Background: an optimization exercise with open tools, aiming at small area. Do not read the settings as production practice.
At most, simulation tests tie the RTL to the original design; equivalence was not proved.
Power is estimated from default activity; no workload was simulated.

## dstu_mac_pad
module dstu_mac_pad (
    input  wire        clk,
    input  wire        rst,
    input  wire [1:0]  macsel,
    input  wire        cmd_valid,
    output wire        cmd_ready,
    input  wire [31:0] cmd_word,
    input  wire [31:0] cmd_arg0,
    input  wire [31:0] cmd_arg1,
    input  wire [31:0] cmd_arg2,
    output wire        rsp_valid,
    output wire [2:0]  rsp_err,
    output wire [31:0] rsp_ret,
    input  wire [2:0]  sr_sel,
    output reg  [31:0] sr_data,
    output wire [31:0] kb_addr,
    input  wire [7:0]  kb_data,
    output wire [31:0] ib_addr,
    input  wire [7:0]  ib_data,
    output wire        ob_we,
    output wire [31:0] ob_addr,
    output wire [7:0]  ob_data,
    output wire [1:0]  eng_cfg,
    input  wire [7:0]  eng_blklen,
    output wire        eng_abs_valid,
    output reg  [7:0]  eng_abs_byte,
    input  wire        eng_abs_ready,
    output wire        eng_reset,
    output wire        eng_final,
    input  wire        eng_dig_valid,
    input  wire [7:0]  eng_dig_byte,
    output wire        eng_dig_ready
);
  ...
Size in the first run: ~2000 cells after synthesis, about 360 I/O pins, ~23000 µm² of cells after synthesis.
==> flow/config.mk <==
export PLATFORM = sky130hd
export DESIGN_NAME = dstu_mac_pad
export DESIGN_NICKNAME = dstu_mac_pad
export VERILOG_FILES = /design/flow/design.v
export SDC_FILE = /design/flow/constraint.sdc
export NUM_CORES = 4
export LEC_CHECK = 0
export CAP_MARGIN = 20
export CORE_MARGIN = 2
export CORE_UTILIZATION = 40
export SLEW_MARGIN = 20
==> flow/constraint.sdc <==
create_clock -name core_clock -period 10.0 [get_ports {clk}]
set_input_delay 2.0000 -clock core_clock [delete_from_list [all_inputs] [get_ports {clk}]]
set_output_delay 2.0000 -clock core_clock [all_outputs]
set_load 0.01 [all_outputs]
standard.sh (not shown) runs the stock make flow with config.mk's settings and CLKGATE_MAP_FILE= SYNTH_SCRIPT=/design/flow/synth_recipe.tcl, a recipe that flattens the netlist after the stock synthesis.
==> flow/flow/run.sh <==
#!/bin/bash
# Layout flow: the standard ORFS flow (standard.sh) with these changes in
# how the layout is built:
#  * synthesis: the standard script, but Yosys's abc runs its default
#    area-oriented mapping script instead of ORFS's speed script (the
#    registers come out of dfflibmap before abc, so they are unchanged);
#  * port buffers use the smallest buffer cell (buf_1);
#  * clock tree synthesis without dummy loads, clkbuf_16 with larger clusters.
# ORFS writes each tool's log under orfs/logs/; make's output goes to flow.log.
set -euo pipefail
here=$(pwd)
cat flow/abc_plain.tcl synth_recipe.tcl > "$here/synth_area.tcl"
export BUFFER_PORTS_ARGS="-buffer_cell sky130_fd_sc_hd__buf_1"
export CTS_ARGS="-sink_clustering_enable -repair_clock_nets -dont_use_dummy_load -buf_list {sky130_fd_sc_hd__clkbuf_16} -sink_clustering_size 25 -sink_clustering_max_diameter 100"
bash standard.sh SYNTH_SCRIPT="$here/synth_area.tcl" finish > flow.log 2>&1
==> flow/flow/abc_plain.tcl <==
# Run Yosys's abc with its default mapping script: drop the -script, -D and
# -constr arguments that ORFS's synth.tcl passes, keep the liberty and
# dont_use arguments.
proc abc {args} {
  set keep {}
  set skip 0
  foreach a $args {
    if {$skip} { set skip 0; continue }
    if {$a in {-script -D -constr}} { set skip 1; continue }
    lappend keep $a
  }
  yosys abc {*}$keep
}
==> next run, changes <==
--- a/flow/design.v
+++ b/flow/design.v
@@ -95,16 +95,17 @@
                 default: c_err = E_OK;
             endcase
         end
     end
     wire [8:0]  ii      = a[8:0];
     wire        i_lt_l  = (ii < {2'b00, klen});
     wire        i_eq_l  = (ii == {2'b00, klen});
-    wire [9:0]  blk_end = {1'b0, ii} + {2'b00, dc};        
-    wire        pk_fld  = (dc >= 8'd9) && (dc <= 8'd12) && (blk_end > {3'b000, klen});
+    wire [6:0]  blk_end = {1'b0, ii[5:0]} + {3'b000, dc[3:0]};
+    wire        pk_fld  = (dc[7:4] == 4'd0) && (dc[3:0] >= 4'd9) && (dc[3:0] <= 4'd12) &&
+                          (!i_lt_l || (blk_end > klen));
     reg  [7:0]  pk_byte;
     always @(*) begin
         if (pk_fld) begin
             case (dc[1:0])
                 2'd0:    pk_byte = {klen[4:0], 3'b000};       
                 2'd3:    pk_byte = {6'd0, klen[6:5]};         
                 default: pk_byte = 8'h00;
Effect:
- The changed run finished clean
- hold slack gains 29 ps
- worst setup slack gets better by 170 ps
- combinational power is lower by a few percent
- synthesized area falls slightly
- clock-buffer cell count stays the same
Function not checked in the first run of this note: the RTL went through the layout flow alone.

========
Setup of v6:
Another version of the RTL of dstu_mac_pad (not shown whole).
For scale: ~2000 cells after synthesis, ~680 flip-flops, roughly 360 I/O pins, about 0.023 mm^2 of cells after synthesis.
==> flow/design.v (excerpt) <==
module dstu_mac_pad (
    input  wire        clk,
    input  wire        rst,
    input  wire [1:0]  macsel,
    input  wire        cmd_valid,
    output wire        cmd_ready,
    input  wire [31:0] cmd_word,
    input  wire [31:0] cmd_arg0,
    input  wire [31:0] cmd_arg1,
    input  wire [31:0] cmd_arg2,
    output wire        rsp_valid,
    output wire [2:0]  rsp_err,
    output wire [31:0] rsp_ret,
    input  wire [2:0]  sr_sel,
    output reg  [31:0] sr_data,
    output wire [31:0] kb_addr,
    input  wire [7:0]  kb_data,
    output wire [31:0] ib_addr,
    input  wire [7:0]  ib_data,
    output wire        ob_we,
    output wire [31:0] ob_addr,
    output wire [7:0]  ob_data,
    output wire [1:0]  eng_cfg,
    input  wire [7:0]  eng_blklen,
    output wire        eng_abs_valid,
    output reg  [7:0]  eng_abs_byte,
    input  wire        eng_abs_ready,
    output wire        eng_reset,
    output wire        eng_final,
    input  wire        eng_dig_valid,
    input  wire [7:0]  eng_dig_byte,
    output wire        eng_dig_ready
);
export LEC_CHECK = 0
export CAP_MARGIN = 20
export CORE_MARGIN = 2
export CORE_UTILIZATION = 60
export SLEW_MARGIN = 20
create_clock -name core_clock -period 10.0 [get_ports {clk}]
Scripts as last shown in full above: flow/flow/run.sh, flow/flow/abc_plain.tcl
## Diff of input files: v7 against v6
-- flow/design.v --
<<< v6, line 77
    wire        c_updm = (c_opc[2:0] == 3'd3);
    wire [31:0] c_addend = c_updm ? cmd_arg2 : {25'd0, macsize};
    wire [32:0] c_end = {1'b0, cmd_arg1} + {1'b0, c_addend};
    wire        c_lenerr = c_end > {1'b0, cmd_arg0};
    wire        keyed = (fsm == KEYED);
    reg         lenerr_q, chk_fin;
>>> v7, line 77
    wire        c_updm = (c_opc[2:0] == 3'd3);
    wire [31:0] c_addend = c_updm ? cmd_arg2 : {25'd0, macsize};
    wire [31:0] c_t = cmd_arg1 ^ c_addend ^ ~cmd_arg0;
    wire [31:0] c_k = (cmd_arg1 & c_addend) | (cmd_arg1 & ~cmd_arg0) | (c_addend & ~cmd_arg0);
    wire [32:0] c_c;
    assign c_c[0] = 1'b0;
    genvar gc;
    generate for (gc = 0; gc < 32; gc = gc + 1) begin : g_cmp
        wire kin = (gc == 0) ? 1'b0 : c_k[gc-1];
        assign c_c[gc+1] = (c_t[gc] & kin) | (c_t[gc] & c_c[gc]) | (kin & c_c[gc]);
    end endgenerate
    wire        c_lenerr = c_c[32] | c_k[31];
    wire        keyed = (fsm == KEYED);
    reg         lenerr_q, chk_fin;
<<< v6, line 221
    wire a_clr = st_iwait || (st_iload && a[6]);
    wire a_inc = st_iload || ((st_iabs || st_uabs) && abs_fire) || ob_we;
    wire [31:0] a_plus = a + 32'd1;
    always @(posedge clk) begin
        if (st_idle)
>>> v7, line 229
    wire a_clr = st_iwait || (st_iload && a[6]);
    wire a_inc = st_iload || ((st_iabs || st_uabs) && abs_fire) || ob_we;
    wire        st_chk = (state == S_CHK);
    wire [31:0] a_opb  = st_chk ? e : 32'd1;
    wire [32:0] a_cy;
    assign a_cy[0] = 1'b0;
    genvar ga;
    generate for (ga = 0; ga < 32; ga = ga + 1) begin : g_add
        assign a_cy[ga+1] = (a[ga] & a_opb[ga]) | (a[ga] & a_cy[ga]) | (a_opb[ga] & a_cy[ga]);
    end endgenerate
    wire [31:0] a_plus = a ^ a_opb ^ a_cy[31:0];
    always @(posedge clk) begin
        if (st_idle)
<<< v6, line 232
    always @(posedge clk)
        if (st_idle)
            e <= c_end[31:0];
        else if (st_iwait)
            e[7:0] <= {1'b0, klen};
>>> v7, line 248
    always @(posedge clk)
        if (st_idle)
            e <= c_addend;
        else if (st_chk)
            e <= a_plus;
        else if (st_iwait)
            e[7:0] <= {1'b0, klen};
[summary]
- Among v6 and v7, a clean, completed layout was produced by v6 alone.
- Layout checks on v7: not met. Flow itself completed; violations: negative setup slack.
- Clock share of power ended up 1.1 points lower on v7 than on v6.
- Summary of the comparison: layout cell share with drive strength beyond 1 is higher in v7, relative to v6.
- v7 has less setup slack than v6.
- Between v7 and v6, the clock power does not differ in any meaningful way.
- v7 vs. v6: met3 layer usage reported by global route went down by 0.21 points.
- Relative to v6, the peak supply drop of v7 is lower by 4.1%.
- Diff v6 and v7: number of well taps higher in v6
- Relative to v6, the design area measured on v7 has decreased slightly.
- v6 reports its launching instance or port of the critical path as eng_abs_ready while v7 reports state[1].
- In the reports for v6 and v7, the larger area of the multi-input gates belongs to v6.
- Global-route usage, v6 and v7, higher one = v6.
- Compared with v6, v7 shows a share of the core filled with cells that is 0.97 points higher.
- Compare v6 and v7 | sequential share of layout area lower: v6
- When v7 is measured against v6, its last weighted congestion value of the routability-driven placer turns out about 2.4% lower.
- Going from v6 to v7, total chip power grows by 4.4%.
The RTL of v7 was laid out without a check of its function.

========
## P
RTL: one of the versions met above, not the one the previous note started from.
For scale: ~23000 µm² of cells after synthesis.
Design dstu_mac_pad, start of the top module:
module dstu_mac_pad (
    input  wire        clk,
    input  wire        rst,
    input  wire [1:0]  macsel,
    input  wire        cmd_valid,
    output wire        cmd_ready,
    input  wire [31:0] cmd_word,
    input  wire [31:0] cmd_arg0,
    input  wire [31:0] cmd_arg1,
    input  wire [31:0] cmd_arg2,
    output wire        rsp_valid,
    output wire [2:0]  rsp_err,
    output wire [31:0] rsp_ret,
    input  wire [2:0]  sr_sel,
    output reg  [31:0] sr_data,
    output wire [31:0] kb_addr,
    input  wire [7:0]  kb_data,
    output wire [31:0] ib_addr,
    input  wire [7:0]  ib_data,
    output wire        ob_we,
    output wire [31:0] ob_addr,
    output wire [7:0]  ob_data,
    output wire [1:0]  eng_cfg,
    input  wire [7:0]  eng_blklen,
    output wire        eng_abs_valid,
    output reg  [7:0]  eng_abs_byte,
    input  wire        eng_abs_ready,
    output wire        eng_reset,
    output wire        eng_final,
    input  wire        eng_dig_valid,
    input  wire [7:0]  eng_dig_byte,
    output wire        eng_dig_ready
);
Settings: LEC_CHECK=0, CAP_MARGIN=20, CORE_MARGIN=2, CORE_UTILIZATION=60, SLEW_MARGIN=20; clock period 10.0 ns.
Scripts as last shown in full above: flow/flow/run.sh, flow/flow/abc_plain.tcl
For Q, these inputs were changed with respect to P:
-- flow/design.v --
<<< P, line 97
        end
    end
    wire [8:0]  ii      = a[8:0];
    wire        i_lt_l  = (ii < {2'b00, klen});
    wire        i_eq_l  = (ii == {2'b00, klen});
    wire [6:0]  blk_end = {1'b0, ii[5:0]} + {3'b000, dc[3:0]};
    wire        pk_fld  = (dc[7:4] == 4'd0) && (dc[3:0] >= 4'd9) && (dc[3:0] <= 4'd12) &&
                          (!i_lt_l || (blk_end > klen));
    reg  [7:0]  pk_byte;
    always @(*) begin
>>> Q, line 97
        end
    end
    wire [7:0]  kr      = e[7:0];
    wire        i_lt_l  = !kr[7] && (kr[6:0] != 7'd0);
    wire        i_eq_l  = (kr == 8'd0);
    wire        pk_fld  = (dc[7:4] == 4'd0) && (dc[3:0] >= 4'd9) && (dc[3:0] <= 4'd12) &&
                          (!i_lt_l || ((kr[6:4] == 3'd0) && (kr[3:0] < dc[3:0])));
    reg  [7:0]  pk_byte;
    always @(*) begin
<<< P, line 218
    wire a_clr = st_iwait || (st_iload && a[6]);
    wire a_inc = st_iload || ((st_iabs || st_uabs) && abs_fire) || ob_we;
    wire [31:0] a_plus = a + 32'd1;
    always @(posedge clk) begin
        if (st_idle)
            a <= {cmd_arg1[31:8], (op == 3'd2) ? cmd_arg0[7:0] : cmd_arg1[7:0]};
        else if (a_clr)
            a[8:0] <= 9'd0;
        else if (a_inc)
            a <= a_plus;
>>> Q, line 217
    wire a_clr = st_iwait || (st_iload && a[6]);
    wire a_inc = st_iload || ((st_iabs || st_uabs) && abs_fire) || ob_we;
    wire [31:0] a_ones;                      
    assign a_ones[0] = 1'b1;
    generate for (gi = 1; gi < 32; gi = gi + 1) begin : g_aones
        assign a_ones[gi] = a_ones[gi-1] & a[gi-1];
    end endgenerate
    wire [31:0] a_plus = a ^ a_ones;
    always @(posedge clk) begin
        if (st_idle)
            a <= {cmd_arg1[31:8], (op == 3'd2) ? cmd_arg0[7:0] : cmd_arg1[7:0]};
        else if (a_clr)
            a[6:0] <= 7'd0;
        else if (a_inc)
            a <= a_plus;
<<< P, line 230
        if (st_idle)
            e <= c_end[31:0];
    wire dc_ld_b = (acc_ok && ((op == 3'd1) || ((op == 3'd4) && (dc < 8'd12)))) ||
                   (dc_last && abs_fire && (st_iabs || st_uabs || st_updb));
>>> Q, line 234
        if (st_idle)
            e <= c_end[31:0];
        else if (st_iwait)
            e[7:0] <= {1'b0, klen};
        else if (st_iabs && abs_fire && !kr[7])
            e[7:0] <= kr - 8'd1;
    wire dc_ld_b = (acc_ok && ((op == 3'd1) || ((op == 3'd4) && (dc < 8'd12)))) ||
                   (dc_last && abs_fire && (st_iabs || st_uabs || st_updb));
--- outcome ---
Q reached the final stage; the timing, design-rule and antenna checks on its layout passed. Re maximum frequency: P was lower than Q. Sort Q and P by adder-cell share of the synthesized area asc -> top: P. Between Q and P, it is Q whose final cycle utilization of the critical path is lower, by 1.7 points. Delta (Q minus P): sequential power picked up an extra about 2%; routed wire length rose 3.0%; fraction of area in registers increased by 0.17 points relative to the old numbers. Q: distinct cell type count of the synthesized netlist is 3 lower than what P reported. Cmp Q and P / total power / lower: P.
For Q, only the layout was checked, not whether the RTL still works.

-- what the ideal ports hide --
The flow's constraints put no driver on any port. The routed layouts listed below were extracted and timed again, unchanged, in two steps.
Step 1 assumes that a clkbuf_16 drives the clock port and a buf_2 every other input.
Step 2 moves the port delays by t, midway between the first and last clock arrival at a register: inputs arrive t later, outputs are due t later. That takes back most of the time a late clock gives input paths.
Three values: no drivers, after step 1, after step 2; two values: the first two.
run | t, ns | setup slack, ns | worst register clock-pin slew, ns
the first run of note 1 | 0.602 | 0.580 / 0.612 / 0.010 | 0.11 / 0.11
the second run of note 1 | 0.603 | 0.753 / 0.785 / 0.182 | 0.10 / 0.10
v6 | 0.657 | 1.078 / 1.083 / 0.426 | 0.11 / 0.11
v7 | 0.615 | -1.108 / -1.108 / -1.108 | 0.10 / 0.10
P | 0.642 | 0.522 / 0.548 / -0.094 | 0.11 / 0.11
Q | 0.647 | 0.696 / 0.682 / 0.034 | 0.11 / 0.11
With both steps, setup timing fails in P, where it was met with ideal ports. For Q, which loses most, drivers alone change the setup slack by -0.014 ns; drivers and shift together by -0.662 ns.
